This is an optimization exercise on Yosys and OpenROAD, whose aim is small area, not a production implementation. Function was checked by simulation only, so behaviour that the tests miss may differ from the original. The flow treats the clock pin as an ideal source, which a real chip does not have. Power and IR drop assume default switching activity.

### flow/flow/run.sh
#!/bin/bash
# Layout flow: the standard ORFS flow (standard.sh) with changes that only affect how
# the layout is built:
#  - synthesis: the technology-mapping call to ABC runs ABC's default area-oriented mapping
#    instead of ORFS's speed script (no delay target, no buffering or gate upsizing at
#    synthesis time). Everything else, including the flip-flop mapping before ABC, is the
#    standard synthesis script (synth_recipe.tcl), so the registers keep their names and cells.
#  - placement: every input and output port still gets a buffer, but the buffer is the
#    platform's smallest one (buf_1) rather than the delay buffer buffer_ports picks.
#  - clock tree: the same CTS call without dummy loads; then clk_downsize.tcl swaps clock
#    buffers for smaller ones while the flip-flop clock-pin slew stays well under the limit.
# Each tool's output goes to its own log in this folder.
set -euo pipefail
W=$(pwd)
{ cat "$W/flow/abc_area.tcl"; cat "$W/synth_recipe.tcl"; } > "$W/area_synth.tcl"
sed "s#SYNTH_SCRIPT=[^ ']*#SYNTH_SCRIPT=$W/area_synth.tcl#" "$W/standard.sh" > "$W/area_standard.sh"
grep -q "SYNTH_SCRIPT=$W/area_synth.tcl" "$W/area_standard.sh"
export BUFFER_PORTS_ARGS="-buffer_cell sky130_fd_sc_hd__buf_1"
export CTS_ARGS="-sink_clustering_enable -repair_clock_nets -dont_use_dummy_load"
ARGS=("BUFFER_PORTS_ARGS=$BUFFER_PORTS_ARGS" "CTS_ARGS=$CTS_ARGS")
bash "$W/area_standard.sh" "${ARGS[@]}" cts > "$W/orfs_make_to_cts.log" 2>&1
PLATFORM_DIR="$FLOW_HOME/platforms/$FLOW_PLATFORM" \
RESULTS_DIR="$W/orfs/results/$FLOW_PLATFORM/jbang_seq/base" \
CLK_SLEW_BOUND=0.105 \
  openroad -no_init -exit "$W/flow/clk_downsize.tcl" > "$W/clk_downsize.log" 2>&1
bash "$W/area_standard.sh" "${ARGS[@]}" finish > "$W/orfs_make_finish.log" 2>&1
### flow/flow/abc_area.tcl
# Area-oriented technology mapping: drop the speed script, the delay target and the
# driver/load constraints from ORFS's abc call, keeping the liberty and dont_use cells.
proc abc {args} {
  set out {}
  set skip 0
  foreach a $args {
    if {$skip} { set skip 0; continue }
    if {$a eq "-script" || $a eq "-constr" || $a eq "-D"} { set skip 1; continue }
    lappend out $a
  }
  yosys abc {*}$out
}
### flow/flow/clk_downsize.tcl
set plat $::env(PLATFORM_DIR)
set res $::env(RESULTS_DIR)
read_lef $plat/lef/sky130_fd_sc_hd.tlef
read_lef $plat/lef/sky130_fd_sc_hd_merged.lef
read_liberty $plat/lib/sky130_fd_sc_hd__tt_025C_1v80.lib
read_db $res/4_cts.odb
read_sdc $res/4_cts.sdc
source $plat/setRC.tcl
set_propagated_clock [all_clocks]
estimate_parasitics -placement

proc worst_clk_slew {} {
  set ws 0
  foreach pin [get_pins -hierarchical */CLK] {
    foreach t {rise fall} {
      set s [get_property $pin slew_max_$t]
      if {$s > $ws} {set ws $s}
    }
  }
  return $ws
}

set bound $::env(CLK_SLEW_BOUND)
puts "worst clock-pin slew before: [worst_clk_slew]"
set changed 0
foreach inst [get_cells *] {
  if {[get_property $inst ref_name] ne "sky130_fd_sc_hd__clkbuf_16"} { continue }
  set name [get_property $inst name]
  foreach c {sky130_fd_sc_hd__clkbuf_4 sky130_fd_sc_hd__clkbuf_8} {
    replace_cell $name $c
    estimate_parasitics -placement
    if {[worst_clk_slew] <= $bound} {
      puts "clock buffer $name -> $c"
      incr changed
      break
    }
    replace_cell $name sky130_fd_sc_hd__clkbuf_16
    estimate_parasitics -placement
  }
}
puts "downsized $changed clock buffers; worst clock-pin slew after: [worst_clk_slew]"
check_placement -verbose
write_db $res/4_cts.odb
### flow/standard.sh
#!/bin/bash
# synth_recipe.tcl (not shown) runs the flow's synth.tcl, then flattens the netlist and writes it again
# the make line also repeats each setting of config.mk as NAME=value (left out here)
make -C /OpenROAD-flow-scripts/flow DESIGN_CONFIG=/design/flow/config.mk WORK_HOME=/design/flow/orfs CLKGATE_MAP_FILE= SYNTH_SCRIPT=/design/flow/synth_recipe.tcl "${@:-finish}"
### flow/config.mk
export PLATFORM = sky130hd
export DESIGN_NAME = jbang_seq
export DESIGN_NICKNAME = jbang_seq
export VERILOG_FILES = /design/flow/design.v
export SDC_FILE = /design/flow/constraint.sdc
export NUM_CORES = 4
export LEC_CHECK = 0
export CAP_MARGIN = 20
export CORE_MARGIN = 2
export CORE_UTILIZATION = 40
export PLACE_DENSITY = 0.6
export SLEW_MARGIN = 20
export SYNTH_MEMORY_MAX_BITS = 16384
### flow/constraint.sdc
create_clock -name core_clock -period 8.0 [get_ports {clk}]
set_input_delay 1.6000 -clock core_clock [delete_from_list [all_inputs] [get_ports {clk}]]
set_output_delay 1.6000 -clock core_clock [all_outputs]
set_load 0.01 [all_outputs]
### flow/design.v
module jbang_seq (
    input  wire        clk,
    input  wire        rst,           
    input  wire [2:0]  bus_addr,      
    input  wire        bus_we,
    input  wire [31:0] bus_wdata,
    output reg  [31:0] bus_rdata,
    output reg         jtag_trst_n,
    output reg         jtag_tck,
    output reg         jtag_tms,
    output reg         jtag_tdi,
    input  wire        jtag_tdo
);
    localparam [2:0] PS_RESET = 3'b000, PS_IDLE = 3'b001, PS_SHIFT = 3'b010,
                     PS_EXIT1 = 3'b110, PS_UPD = 3'b100, PS_SELDR = 3'b101,
                     PS_SELIR = 3'b011, PS_CAP = 3'b111;
    localparam [2:0] P_PRE = 3'd0, P_NAVI = 3'd1, P_WALK = 3'd2, P_SH = 3'd3,
                     P_AL = 3'd4, P_NAV2 = 3'd5, P_FIN = 3'd6;
    localparam [2:0] G_NONE = 3'd0, G_PULSE = 3'd1, G_F = 3'd2, G_RI = 3'd3, G_SWAP = 3'd4;
    localparam [1:0] L_K = 2'd0, L_NB = 2'd1, L_RI = 2'd2;
    localparam [1:0] A_KEEP = 2'd0, A_ZERO = 2'd1, A_K = 2'd3;
    localparam [2:0] C_NONE = 3'd0, C_TAPID = 3'd1, C_CONN = 3'd2, C_R60 = 3'd3,
                     C_R2C = 3'd4, C_DAPID = 3'd5, C_CSW = 3'd6, C_ILL = 3'd7;
    reg [31:0] arg0, arg1, result, fval, dreg;
    reg [2:0]  o3;
    reg [3:0]  fcode;
    reg        overrun, pid, irv, ic3, ic1, ic0;
    reg [2:0]  pos;
    reg [5:0]  pc;
    reg [2:0]  ph;
    reg        txdr;
    reg [5:0]  cnt;
    reg        bor;
    wire busy  = |pc;
    wire fault = |fcode;
    reg        s_tx, s_sel, c1, c0;
    reg [2:0]  s_op3;
    reg [1:0]  s_arg;
    reg        s_trst, s_navi, s_walk, s_wir, s_ptms, s_lastcmd, s_nav2, s_ldk, s_shchk;
    reg [2:0]  s_kind;
    reg [1:0]  s_lsrc;
    reg [5:0]  s_len;
    reg [2:0]  s_chk;
    reg        s_res, s_end, s_jmp;
    reg [5:0]  s_next;
    reg [1:0]  s_flt;
    reg [31:0] kval;
    always @* begin
        s_tx = 1'b0; s_sel = 1'b0; c1 = 1'b1; c0 = 1'b0;
        s_op3 = 3'b111; s_arg = A_ZERO;
        s_trst = 1'b0; s_navi = 1'b1; s_walk = 1'b0; s_wir = 1'b0; s_ptms = 1'b0;
        s_lastcmd = 1'b0; s_nav2 = 1'b0; s_ldk = 1'b0; s_shchk = 1'b0;
        s_kind = G_NONE; s_lsrc = L_K; s_len = 6'd0;
        s_chk = C_NONE; s_res = 1'b0; s_end = 1'b0; s_jmp = 1'b0; s_next = 6'd0;
        s_flt = 2'd0; kval = 32'd0;
        case (pc)
            6'h01: begin s_trst = 1'b1; s_navi = 1'b0; s_kind = G_PULSE; s_len = 6'd5; s_ptms = 1'b1; s_end = 1'b1; end
            6'h02: begin s_end = 1'b1; end
            6'h03: begin s_kind = G_RI; s_lsrc = L_RI; s_end = 1'b1; end
            6'h04: begin s_walk = 1'b1; s_wir = 1'b1; s_end = 1'b1; end
            6'h05: begin s_walk = 1'b1; s_end = 1'b1; end
            6'h06: begin s_navi = 1'b0; s_shchk = 1'b1; s_kind = G_F; s_lsrc = L_NB; s_lastcmd = 1'b1;
                         s_res = 1'b1; s_end = 1'b1; end
            6'h07: begin s_walk = 1'b1; s_wir = 1'b1; s_kind = G_F; s_lsrc = L_NB; s_nav2 = 1'b1;
                         s_res = 1'b1; s_end = 1'b1; end
            6'h08: begin s_walk = 1'b1; s_kind = G_F; s_lsrc = L_NB; s_nav2 = 1'b1;
                         s_res = 1'b1; s_end = 1'b1; end
            6'h09: begin s_tx = 1'b1; s_sel = 1'b1; c1 = dreg[12]; c0 = dreg[11]; s_end = 1'b1; end
            6'h0A: begin s_tx = 1'b1; c1 = dreg[12]; c0 = dreg[11]; s_op3 = dreg[17:15]; s_arg = A_KEEP;
                         s_res = 1'b1; s_end = 1'b1; end
            6'h0B: begin s_tx = 1'b1; c1 = 1'b0; s_op3 = 3'b000; s_arg = A_K; kval = 32'h00000001; s_res = 1'b1; s_end = 1'b1; end
            6'h0C: begin s_tx = 1'b1; s_op3 = 3'b010; s_arg = A_KEEP; s_res = 1'b1; s_end = 1'b1; end
            6'h0D: begin s_tx = 1'b1; s_op3 = 3'b011; s_res = 1'b1; s_end = 1'b1; end
            6'h0E: begin s_tx = 1'b1; s_op3 = 3'b100; s_arg = A_KEEP; s_res = 1'b1; s_end = 1'b1; end
            6'h0F: begin s_tx = 1'b1; s_op3 = 3'b111; s_res = 1'b1; s_end = 1'b1; end
            6'h10: begin s_tx = 1'b1; c0 = 1'b1; s_op3 = 3'b000; s_arg = A_KEEP; s_res = 1'b1; s_end = 1'b1; end
            6'h11: begin s_tx = 1'b1; c0 = 1'b1; s_op3 = 3'b001; s_res = 1'b1; s_end = 1'b1; end
            6'h12: begin s_tx = 1'b1; c0 = 1'b1; s_op3 = 3'b010; s_arg = A_KEEP; s_res = 1'b1; s_end = 1'b1; end
            6'h13: begin s_tx = 1'b1; c0 = 1'b1; s_op3 = 3'b011; s_res = 1'b1; s_end = 1'b1; end
            6'h14: begin s_tx = 1'b1; c0 = 1'b1; s_op3 = 3'b110; s_arg = A_KEEP; s_res = 1'b1; s_end = 1'b1; end
            6'h15: begin s_tx = 1'b1; c0 = 1'b1; s_op3 = 3'b111; s_res = 1'b1; s_end = 1'b1; end
            6'h16: begin s_tx = 1'b1; s_op3 = 3'b111; s_jmp = 1'b1; s_next = 6'h20; end
            6'h20: begin s_navi = 1'b0; s_kind = G_SWAP; end
            6'h21: begin s_tx = 1'b1; s_op3 = 3'b011; end
            6'h22: begin s_tx = 1'b1; s_op3 = 3'b111; s_chk = C_CSW; end
            6'h23: begin s_navi = 1'b0; s_kind = G_SWAP; s_res = 1'b1; s_end = 1'b1; end
            6'h17: begin s_walk = 1'b1; s_kind = G_F; s_len = 6'd32; s_nav2 = 1'b1; s_ldk = 1'b1;
                         s_chk = C_TAPID; s_jmp = 1'b1; s_next = 6'h24; end
            6'h24: begin s_walk = 1'b1; s_wir = 1'b1; s_kind = G_F; s_len = 6'd6; s_nav2 = 1'b1; s_ldk = 1'b1;
                         kval = 32'h07; end
            6'h25: begin s_walk = 1'b1; s_kind = G_F; s_len = 6'd8; s_nav2 = 1'b1; s_ldk = 1'b1;
                         kval = 32'h89; end
            6'h26: begin s_walk = 1'b1; s_kind = G_F; s_len = 6'd8; s_nav2 = 1'b1; s_ldk = 1'b1;
                         s_chk = C_CONN; end
            6'h27: begin s_walk = 1'b1; s_wir = 1'b1; s_kind = G_F; s_len = 6'd6; s_nav2 = 1'b1; s_ldk = 1'b1;
                         kval = 32'h02; end
            6'h28: begin s_walk = 1'b1; s_kind = G_F; s_len = 6'd32; s_nav2 = 1'b1; s_ldk = 1'b1;
                         kval = 32'hE0002000; end
            6'h29: begin s_walk = 1'b1; s_kind = G_F; s_len = 6'd32; s_nav2 = 1'b1; s_ldk = 1'b1;
                         kval = 32'h60000000; s_chk = C_R60; end
            6'h2A: begin s_kind = G_PULSE; s_len = 6'd10; end
            6'h2B: begin s_walk = 1'b1; s_kind = G_F; s_len = 6'd32; s_nav2 = 1'b1; s_ldk = 1'b1;
                         kval = 32'hAC002100; end
            6'h2C: begin s_walk = 1'b1; s_kind = G_F; s_len = 6'd32; s_nav2 = 1'b1; s_ldk = 1'b1;
                         kval = 32'h2C000000; s_chk = C_R2C; end
            6'h2D: begin s_kind = G_PULSE; s_len = 6'd10; end
            6'h2E: begin s_walk = 1'b1; s_wir = 1'b1; s_kind = G_F; s_len = 6'd6; s_nav2 = 1'b1; s_ldk = 1'b1;
                         kval = 32'h3F; end
            6'h2F: begin s_kind = G_PULSE; s_len = 6'd10; s_end = 1'b1; end
            6'h18: begin s_walk = 1'b1; s_wir = 1'b1; s_kind = G_F; s_len = 6'd10; s_nav2 = 1'b1; s_ldk = 1'b1;
                         kval = 32'h3FE; s_jmp = 1'b1; s_next = 6'h30; end
            6'h30: begin s_walk = 1'b1; s_kind = G_F; s_len = 6'd32; s_nav2 = 1'b1; s_ldk = 1'b1;
                         s_chk = C_DAPID; end
            6'h31: begin s_tx = 1'b1; s_op3 = 3'b010; s_arg = A_K; kval = 32'h50000032; end
            6'h32: begin s_tx = 1'b1; s_op3 = 3'b111; end
            6'h33: begin s_tx = 1'b1; s_op3 = 3'b011; end
            6'h34: begin s_tx = 1'b1; s_op3 = 3'b111; s_chk = C_CSW; end
            6'h35: begin s_tx = 1'b1; s_op3 = 3'b100; end
            6'h36: begin s_tx = 1'b1; c0 = 1'b1; s_op3 = 3'b000; s_arg = A_K; kval = 32'h00000012; s_end = 1'b1; end
            6'h19: begin s_tx = 1'b1; c0 = 1'b1; s_op3 = 3'b010; s_arg = A_KEEP; s_jmp = 1'b1; s_next = 6'h37; end
            6'h37: begin s_tx = 1'b1; c0 = 1'b1; s_op3 = 3'b111; s_jmp = 1'b1; s_next = 6'h16; end
            6'h1A: begin s_tx = 1'b1; c0 = 1'b1; s_op3 = 3'b010; s_arg = A_KEEP; end
            6'h1B: begin s_navi = 1'b0; s_kind = G_SWAP; end
            6'h1C: begin s_tx = 1'b1; c0 = 1'b1; s_op3 = 3'b110; s_arg = A_KEEP; end
            6'h1D: begin s_tx = 1'b1; s_op3 = 3'b111; end
            6'h1E: begin s_tx = 1'b1; s_op3 = 3'b011; end
            6'h1F: begin s_tx = 1'b1; s_op3 = 3'b111; s_chk = C_CSW; s_end = 1'b1; end
            6'h3D: begin s_flt = 2'd1; end
            6'h3E: begin s_flt = 2'd2; end
            6'h3F: begin s_navi = 1'b0; s_kind = G_SWAP; s_chk = C_ILL; end
            default: ;
        endcase
    end
    wire [4:0] w_opc   = bus_wdata[4:0];
    wire       w_ill   = (|bus_wdata[31:19]) || (w_opc == 5'h00) || (w_opc > 5'h1A);
    wire       w_nb    = (w_opc == 5'h06 || w_opc == 5'h07 || w_opc == 5'h08) &&
                         bus_wdata[10] && (|bus_wdata[9:5]);
    wire [3:0] w_ir    = bus_wdata[14:11];
    wire       w_bir   = (w_opc == 5'h09 || w_opc == 5'h0A) &&
                         !(w_ir == 4'b1000 || w_ir == 4'b1010 || w_ir == 4'b1011);
    wire       w_aw    = !w_ill && (w_opc == 5'h1A);
    wire [5:0] w_entry = w_ill ? 6'h3F : w_nb ? 6'h3D : w_bir ? 6'h3E : {1'b0, w_opc};
    wire cmd_we = bus_we && (bus_addr == 3'd0);
    wire acc    = cmd_we && !busy && !fault;
    wire       hit = irv && (ic1 == c1) && (ic0 == c0);
    reg  [5:0] len;
    always @* begin
        if (s_tx)                len = txdr ? 6'd36 : 6'd10;
        else if (s_lsrc == L_NB) len = dreg[10:5];
        else if (s_lsrc == L_RI) len = {1'b0, fval[4:0]};
        else                     len = s_len;
    end
    wire at_idle  = (pos == PS_IDLE);
    wire at_shift = (pos == PS_SHIFT);
    wire nav_tms  = pos[1];
    wire wir      = s_wir || (s_tx && !txdr);
    wire walk_tms = (pos == PS_IDLE) || (pos == PS_SELDR && wir);
    wire [5:0] cnt_inc = cnt + 6'd1;
    wire cnt_end  = (cnt == len);
    wire cnt_last = (cnt_inc == len);
    wire last     = s_lastcmd ? dreg[18] : 1'b1;
    wire is_ri    = !s_tx && (s_kind == G_RI);
    wire navi_en  = s_navi || s_tx;
    wire walk_en  = s_walk || s_tx;
    wire nav2_en  = s_nav2 || s_tx;
    wire post_pulse = !(nav2_en && !at_idle);
    wire post_flag  = (s_tx && txdr) || (is_ri && !bor);
    reg  sh_tdi, sh_tms;
    always @* begin
        sh_tms = last && cnt_last;
        if (s_tx) begin
            if (!txdr) begin
                case (cnt)
                    6'd0:    sh_tdi = c0;
                    6'd1:    sh_tdi = c1;
                    6'd2:    sh_tdi = 1'b0;
                    default: sh_tdi = 1'b1;
                endcase
            end else begin
                sh_tdi = cnt_last ? 1'b0 : o3[0];
            end
        end else if (s_kind == G_F) begin
            sh_tdi = fval[0];
        end else begin
            sh_tdi = 1'b0;
            sh_tms = s_ptms;
        end
    end
    wire sh_shift = (s_tx ? (txdr && !cnt_last) : (s_kind == G_F));
    wire is_swap  = !s_tx && (s_kind == G_SWAP);
    wire aligning = !s_tx && (s_kind == G_F || s_kind == G_RI || s_kind == G_SWAP);
    reg [2:0] pos_nx;
    always @* begin
        case (pos)
            PS_RESET: pos_nx = jtag_tms ? PS_RESET : PS_IDLE;
            PS_IDLE:  pos_nx = jtag_tms ? PS_SELDR : PS_IDLE;
            PS_SELDR: pos_nx = jtag_tms ? PS_SELIR : PS_CAP;
            PS_SELIR: pos_nx = PS_CAP;
            PS_CAP:   pos_nx = PS_SHIFT;
            PS_SHIFT: pos_nx = jtag_tms ? PS_EXIT1 : PS_SHIFT;
            PS_EXIT1: pos_nx = PS_UPD;
            default:  pos_nx = PS_IDLE;
        endcase
    end
    reg       chk_bad;
    reg [3:0] chk_code;
    always @* begin
        case (s_chk)
            C_TAPID: begin chk_bad = (fval[27:0] != 28'hB94402F); chk_code = 4'h1; end
            C_CONN:  begin chk_bad = (fval[3:0] != 4'b1001);      chk_code = 4'h2; end
            C_R60:   begin chk_bad = (fval[31:24] != 8'h60);      chk_code = 4'h3; end
            C_R2C:   begin chk_bad = (fval[31:24] != 8'h2C);      chk_code = 4'h3; end
            C_DAPID: begin chk_bad = (fval != 32'h3BA00477);      chk_code = 4'h4; end
            C_CSW:   begin chk_bad = (fval != 32'hF0000000);      chk_code = 4'h6; end
            C_ILL:   begin chk_bad = 1'b1;                        chk_code = 4'hA; end
            default: begin chk_bad = 1'b0;                        chk_code = 4'h6; end
        endcase
    end
    wire ack_bad = (fval[31:29] != 3'b010);
    reg [5:0] n_pc, n_cnt;
    reg [2:0] n_ph, n_pos;
    reg       n_txdr, n_bor, n_tck, n_tms, n_tdi, n_trst;
    reg [3:0] n_fcode;
    reg       n_irv, n_setir;
    reg       f_hold, f_lo0, f_a0, f_k, f_sh, f_top, f_nb, f_ir, f_ack, f_pos;
    reg       r_ld, d_rot, o_ld;
    always @* begin
        n_pc = pc; n_ph = ph; n_txdr = txdr; n_cnt = cnt; n_bor = bor; n_pos = pos;
        n_tck = jtag_tck; n_tms = jtag_tms; n_tdi = jtag_tdi; n_trst = jtag_trst_n;
        n_fcode = fcode; n_irv = irv; n_setir = 1'b0;
        f_hold = 1'b1; f_lo0 = 1'b0; f_a0 = 1'b0; f_k = 1'b0; f_sh = 1'b0; f_top = 1'b0;
        f_nb = 1'b0; f_ir = 1'b0; f_ack = 1'b0; f_pos = 1'b0;
        r_ld = 1'b0; d_rot = 1'b0; o_ld = 1'b0;
        if (acc) begin
            n_pc = w_entry; n_ph = P_PRE;
            f_hold = 1'b0; f_a0 = 1'b1;
        end
        if (busy) begin
            if (jtag_tck) begin
                n_tck = 1'b0;
                n_pos = pos_nx;
                if (ph == P_SH) begin
                    n_cnt = cnt_inc;
                    if (sh_shift) begin f_hold = 1'b0; f_sh = 1'b1; f_top = jtag_tdo; end
                end else if (ph == P_NAV2 && post_pulse) begin
                    n_cnt = cnt_inc;
                end
            end else if (!jtag_trst_n) begin
                n_trst = 1'b1;
            end else begin
                case (ph)
                    P_PRE: begin
                        n_ph = P_NAVI;
                        if (s_flt != 2'd0) begin
                            n_pc = 6'd0; n_ph = P_PRE; f_hold = 1'b0;
                            case (s_flt)
                                2'd1:    begin f_nb = 1'b1; n_fcode = 4'hB; end
                                default: begin f_ir = 1'b1; n_fcode = 4'h9; end
                            endcase
                        end else if (s_shchk && !pos[1]) begin
                            n_pc = 6'd0; n_ph = P_PRE; f_hold = 1'b0; f_pos = 1'b1; n_fcode = 4'h7;
                        end else if (s_shchk && pos[2]) begin
                            n_pc = 6'd0; n_ph = P_PRE; f_hold = 1'b0; n_fcode = 4'h8;
                        end else if (s_tx && !txdr) begin
                            if (hit) begin
                                n_ph = P_PRE;
                                if (s_sel) n_pc = 6'd0;
                                else n_txdr = 1'b1;
                            end
                        end else if (s_tx) begin
                            o_ld = 1'b1;
                            case (s_arg)
                                A_ZERO: f_hold = 1'b0;
                                A_K:    begin f_hold = 1'b0; f_k = 1'b1; end
                                default: ;
                            endcase
                        end else begin
                            if (s_ldk) begin f_hold = 1'b0; f_k = 1'b1; end
                            if (s_trst) begin
                                n_trst = 1'b0; n_pos = PS_RESET; n_irv = 1'b0;
                            end
                        end
                    end
                    P_NAVI: begin
                        if (navi_en && !at_idle) begin
                            n_tck = 1'b1; n_tms = nav_tms; n_tdi = 1'b0;
                        end else n_ph = P_WALK;
                    end
                    P_WALK: begin
                        if (walk_en && !at_shift) begin
                            n_tck = 1'b1; n_tms = walk_tms; n_tdi = 1'b0;
                        end else begin
                            n_ph  = P_SH;
                            n_cnt = 6'd0;
                            if (wir) n_irv = 1'b0;
                        end
                    end
                    P_SH: begin
                        if (!cnt_end) begin
                            if (s_tx && txdr && cnt == 6'd3 && ack_bad) begin
                                n_pc = 6'd0; n_ph = P_PRE; n_txdr = 1'b0;
                                f_hold = 1'b0; f_ack = 1'b1; n_fcode = 4'h5;
                            end else begin
                                n_tck = 1'b1; n_tms = sh_tms; n_tdi = sh_tdi;
                            end
                        end else begin
                            n_ph  = P_AL;
                            n_bor = 1'b1;
                            if (is_ri) begin n_cnt = 6'd0; f_lo0 = 1'b1; end
                        end
                    end
                    P_AL: begin
                        if (aligning && !cnt[5]) begin
                            n_cnt = cnt_inc;
                            f_hold = 1'b0; f_sh = 1'b1;
                            if (is_ri) begin
                                f_top = fval[0] ^ bor;
                                n_bor = bor & ~fval[0];
                            end
                            if (is_swap) begin
                                f_top = dreg[0];
                                d_rot = 1'b1;
                            end
                        end else begin
                            n_ph  = P_NAV2;
                            n_cnt = 6'd0;
                        end
                    end
                    P_NAV2: begin
                        if (!post_pulse) begin
                            n_tck = 1'b1; n_tms = nav_tms; n_tdi = 1'b0;
                        end else if (cnt == 6'd0 && post_flag) begin
                            n_tck = 1'b1; n_tms = 1'b0; n_tdi = 1'b0;
                        end else if (is_ri && !bor) begin
                            n_ph = P_WALK;
                        end else begin
                            n_ph = P_FIN;
                        end
                    end
                    default: begin  
                        n_ph = P_PRE;
                        if (s_tx && !txdr) begin
                            n_setir = 1'b1;
                            if (s_sel) n_pc = 6'd0;
                            else n_txdr = 1'b1;
                        end else if (chk_bad) begin
                            n_pc = 6'd0; n_txdr = 1'b0; n_fcode = chk_code;
                        end else begin
                            n_txdr = 1'b0;
                            r_ld   = s_res;
                            if (s_end) n_pc = 6'd0;
                            else if (s_jmp) n_pc = s_next;
                            else n_pc = pc + 6'd1;
                        end
                    end
                endcase
            end
        end
    end
    wire [31:0] f_next =
          ({32{f_hold}} & {fval[31:5], fval[4:0] & {5{~f_lo0}}})
        | ({32{f_a0}} & arg0)
        | ({32{f_k}}  & kval)
        | ({32{f_sh}} & {f_top, fval[31:1]})
        | ({32{f_nb}} & {26'd0, dreg[10:5]})
        | ({32{f_ir}} & {28'd0, dreg[14:11]})
        | ({32{f_ack}} & {29'd0, fval[31:29]})
        | {31'd0, f_pos & pos[0]};
    always @(posedge clk) begin
        if (rst) begin
            arg0 <= 32'd0; arg1 <= 32'd0; result <= 32'd0;
            fcode <= 4'd0; overrun <= 1'b0; pid <= 1'b0;
            irv <= 1'b0; ic3 <= 1'b0; ic1 <= 1'b0; ic0 <= 1'b0;
            pos <= PS_RESET; pc <= 6'd0; ph <= P_PRE; txdr <= 1'b0; cnt <= 6'd0;
            jtag_trst_n <= 1'b1; jtag_tck <= 1'b0; jtag_tms <= 1'b1; jtag_tdi <= 1'b0;
        end else begin
            if (bus_we && bus_addr == 3'd1) arg0 <= bus_wdata;
            if (bus_we && bus_addr == 3'd2) arg1 <= bus_wdata;
            if (cmd_we && busy) overrun <= 1'b1;
            if (acc && !(w_ill || w_nb || w_bir)) pid <= 1'b1;
            if (r_ld) result <= fval;
            pc <= n_pc; ph <= n_ph; txdr <= n_txdr; cnt <= n_cnt; pos <= n_pos;
            fcode <= n_fcode; irv <= n_irv | n_setir;
            if (n_setir) begin ic3 <= 1'b1; ic1 <= c1; ic0 <= c0; end
            jtag_tck <= n_tck; jtag_tms <= n_tms; jtag_tdi <= n_tdi; jtag_trst_n <= n_trst;
        end
        bor <= n_bor;
        fval <= f_next;
        if (acc) dreg <= w_aw ? arg1 : bus_wdata;
        else if (d_rot) dreg <= {fval[0], dreg[31:1]};
        if (o_ld) o3 <= s_op3;
        else if (f_sh && ph == P_SH) o3 <= {fval[0], o3[2:1]};
    end
    wire [31:0] status = {8'd0, 4'd0, fcode, 4'd0, ic3, 1'b0, ic1, ic0, irv, pos,
                          pid, overrun, fault, busy};
    always @* begin
        case (bus_addr)
            3'd1:    bus_rdata = arg0;
            3'd2:    bus_rdata = arg1;
            3'd3:    bus_rdata = result;
            3'd4:    bus_rdata = status;
            3'd5:    bus_rdata = fault ? fval : 32'd0;
            default: bus_rdata = 32'd0;
        endcase
    end
endmodule
==> impl_metrics.yaml, run 1 <==
run_status:
  status: "no timing/DRC/antenna violations"
logic_synthesis:
  ys_warn_count: 1
  seq_area_frac_synth_pct: 40.1
  synth_flop_cell: "dfxtp_1"
  synth_enable_flop_cells: 36
  synth.avg_cell_area_sq_um: 8.04
  synthTopCellsByArea: "dfxtp_1, edfxtp_1, nand2_1, a21oi_1, nor2_1"
  yosysTopAreaCell: "dfxtp_1"
  async_reset_ff_share_pct: 0
  ys_ff_latch: 197
  syn_inst: 1334
  syn-num-nets: 1383
  synth_area_sq_mm: 0.0107
  synth_top_area_share_pct: 30.0
  synth_cell_types: 60
clocking:
  insertion_delay_ns: 0.64
  h-tree-depth: 4
  cts_hold_buf: 0
  cts_tree: "yes"
  cts_resized: 0
  cts_sinks: 197
  postCtsSetupBuffers: 0
  clock-root-buffer: "clkbuf_16"
  cts.path.max_buffers: 2
  cts_buffers: 17
  path_clk_slew_ns: 0.08
sta:
  rsz0062_at_grt: "no"
  finClkSkew_ns: 0.0253
  slew_headroom_pct: 16.4
  final_max_slew_viol_count: 0
  hold_viol: 0
  finalCritPeriodShare_pct: 75.3
  fmax_ghz: 0.166
  worstMarginPinSlew_ns: 1.22
  post-route-min-period_ns: 6.02
  finalWorstSetupSlack_ns: 1.98
  setup_viol: 0
  tns_ns: 0
global_route:
  grt_max_degree: 83
  grt_pass1_wl_mm: 66.0
  grt_antenna_before_repair: 1
  grt_pass1_vias: 10600
  grt_overflow_total: 0
  grt_usage_pct: 30.5
hold_path:
  hold_path.class: "reg2reg"
setup_path:
  critPathKind: "reg2reg"
  required_ns: 8.52
  crit_family: "compound AO/OA/AOI/OAI gates"
  path_max_fanout: 12
  critPathBufInv: 1
  slowest_delay_ns: 1.07
  crit_slowest_cell: "a2111oi_0"
  critPathCaptureType: "flop"
  path_cells: "clkinv_1 > ha_1 > nand3_1 > o22ai_1 > or3b_1 > or4_1 > a2111oi_0 > nor3_1 > a2111oi_0 > a21oi_1 > o31ai_2 > a21oi_1 > a311oi_1"
  worstSetupStartpointType: "flop"
  cp_data_arrival_time_ns: 6.54
die:
  ios: 75
  fp.dieW_um: 168
  core_area_sq_mm: 0.0262
  die_h_um: 168
  dieArea_sq_mm: 0.0282
  num_rows: 59
  start_util_pct: 41.0
job:
  max_cap_viol_count: 0
power_and_ir_drop:
  p_seq_share_pct: 46.1
  power.leakage_nw: 4.30
  vdd_drop_max_mv: 0.100
  p_sw_w: 0.00112
  power.total_w: 0.00270
  internal_power_w: 0.00158
  power_per_cell_area_mw_per_mm2: 227
  power_switching_share_pct: 41.5
  comb_power_share_pct: 33.9
  clockPowerShare_pct: 20.0
routing:
  wirelength_mm: 43.6
  num_vias: 11600
  viasPerCell: 6.52
  wl_per_cell_um: 24.4
  drc: 0
  drtAntennaViolNets: 0
  first_iter_violations: 1311
  dr.pass1.iters: 9
finish:
  postLayoutCellArea_sq_mm: 0.0119
  syn_to_final_growth_pct: 10.9
  nNetsFinal: 1499
  drive_gt1_share_pct: 3.45
place:
  dp_hpwl_mm: 30.7
  gp_routability_congestion: 1.02
  placed_cell_area_sq_mm: 0.0116
  place_ws_ns: 1.91
  numPortBuffers: 74
[cells in the final DEF, fill, tap and decap left out, types with 7 or more instances in the layout]
master and instances:
a311oi_1 9, a21oi_1 155, nand2_1 252, buf_1 73, a22o_1 18, nand2b_1 16, edfxtp_1 36, clkinv_1 18
o22ai_1 15, nor4_1 17, nand4_1 10, a211o_1 8, a211oi_1 30, or2_0 10, or4_1 10, buf_4 23
a22oi_1 18, a222oi_1 32, nor3_1 34, xor2_1 7, ha_1 10, nand3b_1 10, a31oi_1 10, mux2i_1 34
o211ai_1 10, nand3_1 43, a21o_1 28, dfxtp_1 161, nor2_1 181, o21ai_0 33, a221o_1 14, and3_1 9
clkbuf_8 14
[per-stage QoR]
| stage | hold slack (ns) | std cells | util (%) |
|---|---|---|---|
| final | 0.460 | 1784 | 45.4 |
| after global routing | 0.494 | 1784 | 45.4 |
| after CTS | 0.451 | 1783 | 46.1 |
| after floorplan | 0.414 | 1334 | - |
| after global placement | 0.441 | 1766 | 44.4 |
| after detailed placement | 0.443 | 1766 | 44.4 |
[cell usage after synthesis, drive strengths merged (6+ instances only)]
cell type / count
o21ai: 33
nand2b: 16
nand3b: 10
or2: 10
a211o: 8
o22ai: 15
nand3: 43
a21o: 28
clkinv: 18
nor2b: 6
or4: 10
a222oi: 32
dfxtp: 161
nand4: 10
a21oi: 156
nor2: 182
a22o: 18
nor3: 35
or3: 6
a22oi: 18
a211oi: 30
a221o: 14
ha: 10
and3: 9
nor4: 19
o211ai: 10
nand2: 252
o31ai: 7
edfxtp: 36
a311oi: 9
a31oi: 10
and2: 6
xor2: 7
mux2i: 34
[routing by layer]
layer  vias up  GRT usage, %  wire, um
li1       5305             -         -
met1      5675          42.0     18600
met2       558          49.6     20100
met3        90          4.04      3410
met4         0          10.1      1480
met5         -             0         0
[state kept, by name, summed over array words and instances, names as in the netlist, 4 cells and up]
| register | flops |
|---|---|
| dreg | 32 |
| cnt | 6 |
| arg0 | 32 |
| arg1 | 32 |
| result | 32 |
| fval | 32 |
| fcode | 4 |
| pc | 6 |
[cell type report]
type | instances | area [sq um]
fillers | 2652 | 14300
multi-input cells | 1119 | 6410
flip-flops and latches | 197 | 4300
repair buffers | 97 | 454
well taps | 335 | 419
clock buffers | 17 | 250
inverters | 18 | 67.6
diodes | 1 | 2.50
[worst paths after layout]
path / depth (start not counted) / from / slack [ns] / endpoint
worst max-delay path: 13 / pc[0] / 1.98 / cnt[3]
worst min-delay path: 2 / pid / 0.46 / pid
worst max register to register: 13 / pc[0] / 1.98 / cnt[3]
worst min register to register: 2 / pid / 0.46 / pid
[worst register-to-register path, cell delays in order, from the launching register on]
cell and delay, ns:
dfxtp_1 0.48, clkinv_1 0.17, ha_1 0.30, nand3_1 0.37, o22ai_1 0.24, or3b_1 0.42, or4_1 0.54, a2111oi_0 0.88
nor3_1 0.08, a2111oi_0 1.07, a21oi_1 0.18, o31ai_2 0.76, a21oi_1 0.14, a311oi_1 0.28
[cell families (layout without fill, tap and decap cells)]
kind of cell	Yosys count	count (layout)	synth area share, %
compound gates	424	424	26.9
xor+xnor	11	11	0.898
fa+ha+maj	10	10	1.17
buf+inv	18	132	0.630
flops	197	197	40.1
mux	35	35	3.28
other cells	0	1	0
simple gates	639	639	27.0
[power by group through the flow]
| stage | clock (W) | combinational (W) | sequential, W |
|---|---|---|---|
| 3_3_place_gp | 0 | 0.000880 | 0.00126 |
| 3_5_place_dp | 0 | 0.000885 | 0.00126 |
| 5_1_grt | 0.000582 | 0.000989 | 0.00126 |
| 6_report | 0.000542 | 0.000916 | 0.00125 |
| 4_1_cts | 0.000740 | 0.000888 | 0.00124 |
| 2_1_floorplan | 0 | 0.000572 | 0.00120 |
==> run 2, diff against run 1 <==
--- a/flow/design.v
+++ b/flow/design.v
@@ -24,2 +24,3 @@
     reg [31:0] arg0, arg1, result, fval, dreg;
+    reg        arg0_v, arg1_v, result_v;
     reg [2:0]  o3;
@@ -234,3 +235,3 @@
         if (acc) begin
-            n_pc = w_entry; n_ph = P_PRE;
+            n_pc = w_entry; n_ph = P_PRE; n_txdr = 1'b0;
             f_hold = 1'b0; f_a0 = 1'b1;
@@ -361,3 +362,3 @@
           ({32{f_hold}} & {fval[31:5], fval[4:0] & {5{~f_lo0}}})
-        | ({32{f_a0}} & arg0)
+        | ({32{f_a0 & arg0_v}} & arg0)
         | ({32{f_k}}  & kval)
@@ -370,14 +371,14 @@
         if (rst) begin
-            arg0 <= 32'd0; arg1 <= 32'd0; result <= 32'd0;
+            arg0_v <= 1'b0; arg1_v <= 1'b0; result_v <= 1'b0;
             fcode <= 4'd0; overrun <= 1'b0; pid <= 1'b0;
             irv <= 1'b0; ic3 <= 1'b0; ic1 <= 1'b0; ic0 <= 1'b0;
-            pos <= PS_RESET; pc <= 6'd0; ph <= P_PRE; txdr <= 1'b0; cnt <= 6'd0;
+            pos <= PS_RESET; pc <= 6'd0;
             jtag_trst_n <= 1'b1; jtag_tck <= 1'b0; jtag_tms <= 1'b1; jtag_tdi <= 1'b0;
         end else begin
-            if (bus_we && bus_addr == 3'd1) arg0 <= bus_wdata;
-            if (bus_we && bus_addr == 3'd2) arg1 <= bus_wdata;
+            if (bus_we && bus_addr == 3'd1) arg0_v <= 1'b1;
+            if (bus_we && bus_addr == 3'd2) arg1_v <= 1'b1;
+            if (r_ld) result_v <= 1'b1;
             if (cmd_we && busy) overrun <= 1'b1;
             if (acc && !(w_ill || w_nb || w_bir)) pid <= 1'b1;
-            if (r_ld) result <= fval;
-            pc <= n_pc; ph <= n_ph; txdr <= n_txdr; cnt <= n_cnt; pos <= n_pos;
+            pc <= n_pc; pos <= n_pos;
             fcode <= n_fcode; irv <= n_irv | n_setir;
@@ -386,5 +387,9 @@
         end
+        if (bus_we && bus_addr == 3'd1) arg0 <= bus_wdata;
+        if (bus_we && bus_addr == 3'd2) arg1 <= bus_wdata;
+        if (r_ld) result <= fval;
+        ph <= n_ph; txdr <= n_txdr; cnt <= n_cnt;
         bor <= n_bor;
         fval <= f_next;
-        if (acc) dreg <= w_aw ? arg1 : bus_wdata;
+        if (acc) dreg <= w_aw ? (arg1 & {32{arg1_v}}) : bus_wdata;
         else if (d_rot) dreg <= {fval[0], dreg[31:1]};
@@ -397,5 +402,5 @@
         case (bus_addr)
-            3'd1:    bus_rdata = arg0;
-            3'd2:    bus_rdata = arg1;
-            3'd3:    bus_rdata = result;
+            3'd1:    bus_rdata = arg0_v ? arg0 : 32'd0;
+            3'd2:    bus_rdata = arg1_v ? arg1 : 32'd0;
+            3'd3:    bus_rdata = result_v ? result : 32'd0;
             3'd4:    bus_rdata = status;
==> run 2 against run 1 <==
- cell count down 15%
- wire length down 6.7%
- synthesized cell count down 21%
- sequential share of layout area up 9.7 points
- via count down 14%
- first-iteration DRC count up 24%
- design area down 1.3%
- critical path type unchanged
- highest routed layer unchanged
- synthesized area down 2.1%
- largest cell class is now registers
==> impl_metrics.yaml, run 2 <==
setup_path:
  slowest_delay_ns: 0.73
  worstSetupStartpointType: "flop"
  cp_data_arrival_time_ns: 6.32
  path_cells: "nand2b_1 > o22a_1 > or4b_1 > or4_1 > o31a_1 > xor2_1 > or4_1 > o31ai_1 > a22oi_1 > nor2_2 > buf_4 > a221o_1"
  path_max_fanout: 22
  crit_slowest_cell: "or4_1"
  crit_family: "simple AND/OR/NAND/NOR gates"
  critPathCaptureType: "flop"
  critPathBufInv: 1
  required_ns: 8.57
  cpMostUsedCell: "or4_1"
  rrSetupSlack_ns: 2.25
  critPathKind: "reg2reg"
sta:
  worstMarginPinSlew_ns: 1.07
  slew_headroom_pct: 28.2
  rsz0062_at_grt: "no"
  hold_viol: 0
  finalCritPeriodShare_pct: 71.9
  finClkSkew_ns: 0.0386
  fmax_ghz: 0.174
  post-route-min-period_ns: 5.75
  setup_viol: 0
  tns_ns: 0
  final_max_slew_viol_count: 0
logic_synthesis:
  yosysTopAreaCell: "edfxtp_1"
  synth_top_area_share_pct: 39.4
  syn-num-nets: 1103
  ys_warn_count: 1
  synth_area_sq_mm: 0.0105
  syn_inst: 1055
  seq_area_frac_synth_pct: 51.2
  synth_top_family_by_area: "compound AO/OA/AOI/OAI gates"
  synth_enable_flop_cells: 138
  synthTopCellsByCount: "edfxtp_1, nand2_1, nor2_1"
  synthTopCellsByArea: "edfxtp_1, dfxtp_1, nand2_1, nor2_1, a21oi_1"
  async_reset_ff_share_pct: 0
  synth_most_common_cell: "edfxtp_1"
  synthAdderAreaFrac_pct: 1.07
  synth_xor_area_share_pct: 1.58
  synth-compound-area-share_pct: 24.4
  synth_mux_area_share_pct: 0.583
  ys_ff_latch: 200
  synth_cell_types: 61
  synthSimpleGateAreaFrac_pct: 20.6
  synth.avg_cell_area_sq_um: 9.96
  synth_flop_cell: "edfxtp_1"
routing:
  drtAntennaViolNets: 0
  wl_per_cell_um: 26.9
  drc: 0
  wirelength_mm: 40.7
  dr.pass1.iters: 8
  viasPerCell: 6.65
  first_iter_violations: 1625
  num_vias: 10000
global_route:
  grt_pass1_vias: 9291
  grt_overflow_total: 0
  grt_max_degree: 66
  grt_antenna_before_repair: 1
  grt_pass1_wl_mm: 60.6
  grt_usage_pct: 28.8
clocking:
  postCtsSetupBuffers: 0
  cts.path.max_buffers: 2
  clock-root-buffer: "clkbuf_16"
  insertion_delay_ns: 0.64
  h-tree-depth: 4
  cts_tree: "yes"
  cts_sinks: 200
  path_clk_slew_ns: 0.09
  cts_buffers: 17
  cts_resized: 0
  cts_hold_buf: 0
finish:
  nNetsFinal: 1223
  drive_gt1_share_pct: 4.69
  layout_common_cells: "edfxtp_1, nand2_1, nor2_1"
  syn_to_final_growth_pct: 11.8
  fillers: 2535
  mostFrequentLayoutCell: "edfxtp_1"
  multi_input_area_sq_mm: 0.00515
  seq_area_sq_mm: 0.00539
hold_path:
  hold_path.class: "reg2reg"
die:
  fp.dieW_um: 166
  start_util_pct: 40.6
  die_h_um: 166
  ios: 75
  core_area_sq_mm: 0.0259
  num_rows: 59
  dieArea_sq_mm: 0.0276
place:
  dp_hpwl_mm: 28.3
  gp_routability_congestion: 0.988
  numPortBuffers: 74
run_status:
  status: "no timing/DRC/antenna violations"
power_and_ir_drop:
  power.total_w: 0.00277
  power_per_cell_area_mw_per_mm2: 236
  vdd_drop_max_mv: 0.153
  power.leakage_nw: 4.12
job:
  max_cap_viol_count: 0
==> run 2: cell types whose count changed after synthesis, moves of 7 or more <==
| cell | change |
|---|---|
| a211oi_1 | -23 |
| a21oi_1 | -97 |
| a222oi_1 | -18 |
| a311oi_1 | -7 |
| a31oi_1 | +34 |
| a32oi_1 | +20 |
| dfxtp_1 | -99 |
| edfxtp_1 | +102 |
| mux2i_1 | -29 |
| nand2_1 | -123 |
| nor2_1 | -68 |
| nor3_1 | -9 |
| o21ai_0 | +17 |
==> run 2: cell type report <==
cell class	instances	share of cell area, %
Timing Repair Buffer	101	4.09
Tap cell	335	3.57
Antenna cell	1	0.0213
Multi-Input combinational cell	841	43.9
Sequential cell	200	45.8
Inverter	14	0.447
Clock buffer	17	2.16
==> run 2: worst register-to-register path, cell delays in order, from the launching register on <==
cell and delay [ns]:
dfxtp_1 0.49, nand2b_1 0.69, o22a_1 0.31, or4b_1 0.51
or4_1 0.73, o31a_1 0.42, xor2_1 0.15, or4_1 0.45
o31ai_1 0.57, a22oi_1 0.25, nor2_2 0.61, buf_4 0.34
a221o_1 0.17
==> run 2: cell families after synthesis <==
group / count (synthesis)
XOR/XNOR: 19
AND/OR/NAND/NOR: 444
flip-flops: 200
AO/OA/AOI/OAI: 363
adder cells (fa/ha/maj): 9
multiplexers: 6
buffers and inverters: 14
==> run 2: path summary, 6_finish.rpt <==
| check | end | from | depth (start not counted) |
|---|---|---|---|
| max | fval[8] | pc[4] | 12 |
| min | pid | pid | 2 |
| max reg2reg | fval[8] | pc[4] | 12 |
| min reg2reg | pid | pid | 2 |
==> run 2: power breakdown <==
| part | total [W] | leakage, nW | switching [W] | internal [W] |
|---|---|---|---|---|
| Combinational | 0.000807 | 2.24 | 0.000535 | 0.000272 |
| Sequential | 0.00141 | 1.75 | 0.000184 | 0.00122 |
| Clock | 0.000556 | 0.132 | 0.000347 | 0.000209 |
| Total | 0.00277 | 4.12 | 0.00107 | 0.00170 |
==> run 2: per-stage QoR <==
| stage | std cells | setup slack, ns | area [sq um] | util (%) | hold WS (ns) |
|---|---|---|---|---|---|
| after floorplan | 1055 | 1.95 | 10500 | - | 0.414 |
| after global placement | 1491 | 2.45 | 11500 | 44.3 | 0.447 |
| after detailed placement | 1491 | 2.34 | 11500 | 44.3 | 0.453 |
| after CTS | 1508 | 2.31 | 11900 | 46.0 | 0.466 |
| after global routing | 1509 | 2.06 | 11800 | 45.3 | 0.499 |
| final | 1509 | 2.25 | 11800 | 45.3 | 0.462 |
==> run 2: layer usage <==
metal	share of wire, %	up-vias	GRT usage (%)
li1	-	4464	-
met1	43	4953	41.5
met2	45	548	44.2
met3	8.6	70	4.69
met4	3.2	0	9.94
met5	0	-	0

-- port drivers added, routing unchanged --
The flow's constraints put no driver on any port. The routed layouts listed below were extracted and timed again, unchanged, in two steps.
Step 1 (the two cells are an assumption about what drives the block):
set clk [get_ports {clk}]
set_driving_cell -lib_cell sky130_fd_sc_hd__clkbuf_16 $clk
set_driving_cell -lib_cell sky130_fd_sc_hd__buf_2 [delete_from_list [all_inputs] $clk]
Step 2 times the ports against the registers' clock, not the clock port: input delays grow and output delays shrink by t, the midpoint of the rising clock arrivals with the driver on.
Slacks: ideal / step 1 / step 2; pairs: ideal / step 1.
| run | shift t [ns] | slack for setup (ns) | worst data-port slew with drivers (ns) |
|---|---|---|---|
| run 1 | 0.673 | 1.976 / 1.976 / 1.976 | 0.06 |
| run 2 | 0.669 | 2.251 / 2.251 / 2.251 | 0.04 |
After both steps setup and hold are still met in every run listed.
